What follows belongs to an exercise in optimizing a design on an open flow for small area, a short achievable clock period and few clock cycles per item; a production flow would make more cautious choices. At most, simulation tests tie the RTL to the original design; equivalence was not proved. Power is estimated from default activity; no workload was simulated.

== garnet ==
// bit_encoder
module bit_encoder (
    input  wire        clk,
    input  wire        rst,         
    input  wire        cmd_valid,
    output wire        cmd_ready,
    input  wire [31:0] cmd_data,
    output wire        out_valid,
    input  wire        out_ready,
    output wire [7:0]  out_data,
    output wire [15:0] status,
    output wire        err
);
==> flow/config.mk <==
export PLATFORM = sky130hd
export DESIGN_NAME = bit_encoder
export DESIGN_NICKNAME = bit_encoder
export VERILOG_FILES = /design/flow/design.v
export SDC_FILE = /design/flow/constraint.sdc
export NUM_CORES = 4
export LEC_CHECK = 0
export ABC_AREA = 1
export CAP_MARGIN = 20
export CORE_MARGIN = 2
export CORE_UTILIZATION = 40
export PLACE_DENSITY = 0.6
export SLEW_MARGIN = 20
==> flow/constraint.sdc <==
create_clock -name core_clock -period 6.0 [get_ports {clk}]
set_input_delay 1.2000 -clock core_clock [delete_from_list [all_inputs] [get_ports {clk}]]
set_output_delay 1.2000 -clock core_clock [all_outputs]
set_load 0.01 [all_outputs]
run.sh (not shown) runs the stock make flow with config.mk's settings and CLKGATE_MAP_FILE= SYNTH_SCRIPT=/design/flow/synth_recipe.tcl, a recipe that flattens the netlist after the stock synthesis.
[inputs] juniper vs garnet
Settings: SETUP_SLACK_MARGIN: unset -> 3.1.
Summary — power share of the clock group, juniper relative to garnet: lower, by 4.8 points.
Achievable frequency, juniper and garnet, higher one = juniper.
Share of the clock period used by the worst path came out lower on juniper than on garnet.
On routed wire length: between juniper and garnet, it ends up higher for juniper.
No run of this note included a check of the RTL's function; only the layout flow was run.

---

== cedar ==
bit_encoder, a different RTL version from the one above (not shown whole).
Size: roughly 480 cells after synthesis, ~32 flip-flops, about 63 I/O pins, roughly 2700 µm² of cells after synthesis.
Settings: LEC_CHECK=0, ABC_AREA=1, CAP_MARGIN=20, CORE_MARGIN=2, CORE_UTILIZATION=40, PLACE_DENSITY=0.6, SETUP_SLACK_MARGIN=2.9, SLEW_MARGIN=20; clock period 6.0 ns.
standard.sh (not shown) runs the stock make flow with config.mk's settings and CLKGATE_MAP_FILE= SYNTH_SCRIPT=/design/flow/synth_recipe.tcl, a recipe that flattens the netlist after the stock synthesis.
==> flow/flow/run.sh <==
#!/bin/bash
# Standard ORFS layout (the standard.sh) with these changes:
#  - the port buffers are made from the smallest buffer cell
#    (sky130_fd_sc_hd__buf_1) instead of buffer_ports' default choice;
#    timing repair still resizes them where the paths need it;
#  - synthesis leaves adders as plain gates for abc (ADDER_MAP_FILE empty)
#    rather than extracting them into fa/ha cells;
#  - clock tree synthesis adds no dummy load cells.
# Registers, their names and the synthesis script are otherwise unchanged.
set -uo pipefail
export BUFFER_PORTS_ARGS="-buffer_cell sky130_fd_sc_hd__buf_1"
export CTS_ARGS="-sink_clustering_enable -repair_clock_nets -dont_use_dummy_load -sink_clustering_size 40 -buf_list {sky130_fd_sc_hd__clkbuf_2 sky130_fd_sc_hd__clkbuf_4}"
bash standard.sh ADDER_MAP_FILE= finish > standard_flow.log 2>&1
status=$?
cp -r orfs/logs/sky130hd/bit_encoder/base orfs_logs 2>/dev/null
exit $status
cedar completed; timing, DRC and antenna clean
Testbench counts of cedar, summed over its fixed seeds: cycles 13,921, items 13,063.
[inputs] amber vs cedar
# cedar
export LEC_CHECK = 0
export ABC_AREA = 1
export CAP_MARGIN = 20
export CORE_MARGIN = 2
export CORE_UTILIZATION = 40
export PLACE_DENSITY = 0.6
export SETUP_SLACK_MARGIN = 2.9
export SLEW_MARGIN = 20
create_clock -name core_clock -period 6.0 [get_ports {clk}]
# amber
export LEC_CHECK = 0
export ABC_AREA = 1
export CAP_MARGIN = 20
export CORE_MARGIN = 2
export CORE_UTILIZATION = 40
export PLACE_DENSITY = 0.6
export SETUP_SLACK_MARGIN = 3.12
export SLEW_MARGIN = 20
create_clock -name core_clock -period 6.0 [get_ports {clk}]
==> comparison <==
Changes observed in amber relative to cedar: total design power went up; violation count after the first detailed-routing iteration now sits higher.
Cmp amber vs cedar: worst reg-to-reg setup slack higher in amber
Between cedar and amber, the flow reports combinational power increasing by a few percent.
Of amber and cedar, the run reporting the higher global-route usage over all layers was amber.
Relative contribution of combinational cells to total power up 1.1 points in amber wrt cedar
Against cedar, non-clock buffer count in the final layout in amber rose by more than 10%.
Looking at proportion of layout cells with a drive suffix above 1, amber sits 3.3 points higher than cedar does.
For the number of global-route vias before repair, amber came in 19 lower than cedar did.
Relative to amber, the following input files were edited for tundra:
# amber
export LEC_CHECK = 0
export ABC_AREA = 1
export CAP_MARGIN = 20
export CORE_MARGIN = 2
export CORE_UTILIZATION = 40
export PLACE_DENSITY = 0.6
export SETUP_SLACK_MARGIN = 3.12
export SLEW_MARGIN = 20
create_clock -name core_clock -period 6.0 [get_ports {clk}]
# tundra
export LEC_CHECK = 0
export ABC_AREA = 1
export CAP_MARGIN = 20
export CORE_MARGIN = 2
export CORE_UTILIZATION = 40
export PLACE_DENSITY = 0.6
export SETUP_SLACK_MARGIN = 3.2
export SLEW_MARGIN = 20
create_clock -name core_clock -period 6.0 [get_ports {clk}]
==> flow/flow/run.sh <==
#!/bin/bash
# Standard ORFS layout (the standard.sh) with two changes:
#  - the port buffers are made from the smallest buffer cell
#    (sky130_fd_sc_hd__buf_1) instead of buffer_ports' default choice;
#    timing repair still resizes them where the paths need it;
#  - synthesis leaves adders as plain gates for abc (ADDER_MAP_FILE empty)
#    rather than extracting them into fa/ha cells.
# Registers, their names and the synthesis script are otherwise unchanged.
set -uo pipefail
export BUFFER_PORTS_ARGS="-buffer_cell sky130_fd_sc_hd__buf_1"
bash standard.sh ADDER_MAP_FILE= finish > standard_flow.log 2>&1
status=$?
cp -r orfs/logs/sky130hd/bit_encoder/base orfs_logs 2>/dev/null
exit $status
### Flow results
A kind of critical path of input pin to output port is what tundra shows, while input pin to flip-flop belongs to amber.
Per the comparison of tundra with amber, maximum achievable frequency went up by about 0.8%; count of different cell masters after synthesis was more or less identical.
[compare] base=amber new=tundra: part of the total power dissipated in sequential elements shows a reduction of 10 points, met3 wirelength from detailed routing shows an increase of 7.4%, logic depth of the worst register-to-register path shows an increase of 1, total wirelength of the detailed-routed design shows an increase of 390 µm, final cycle utilization of the critical path shows a reduction of 0.37 points.
Taking amber as the reference point, the met1 global-route usage of tundra rises by 0.82 points.

[re-timing with driven ports]
The results above use ideal ports. As a check the final layouts listed here were re-extracted and re-timed, cells and wires unchanged. Step 1 sets driving cells, clkbuf_16 on the clock port and buf_2 on the other inputs (assumed; they add their load-dependent delay and slew). Step 2 moves the port delays by t, midway between the first and last clock arrival at a register: inputs arrive t later, outputs are due t later. That takes back most of the time a late clock gives input paths. Slacks: ideal ports / drivers / drivers and shift; pairs: ideal ports / drivers.
run	t, ns	setup WS [ns]	worst hold slack (ns)	clock arrival spread, ns	cell pins on the clock port's net
garnet	0.317	1.880 / 1.886 / 1.570	0.446 / 0.446 / 0.446	0.002 / 0.003	1
juniper	0.308	3.134 / 3.128 / 2.823	0.454 / 0.454 / 0.454	0.003 / 0.002	1
cedar	0.344	2.997 / 2.969 / 2.820	0.476 / 0.476 / 0.476	0.029 / 0.028	1
amber	0.343	3.165 / 3.152 / 2.826	0.474 / 0.474 / 0.474	0.021 / 0.020	1
tundra	0.308	3.187 / 3.156 / 2.932	0.471 / 0.471 / 0.471	0.004 / 0.004	1
After both steps setup and hold are still met in every run listed. For amber, which loses most, drivers alone change the setup slack by -0.013 ns; drivers and shift together by -0.339 ns.
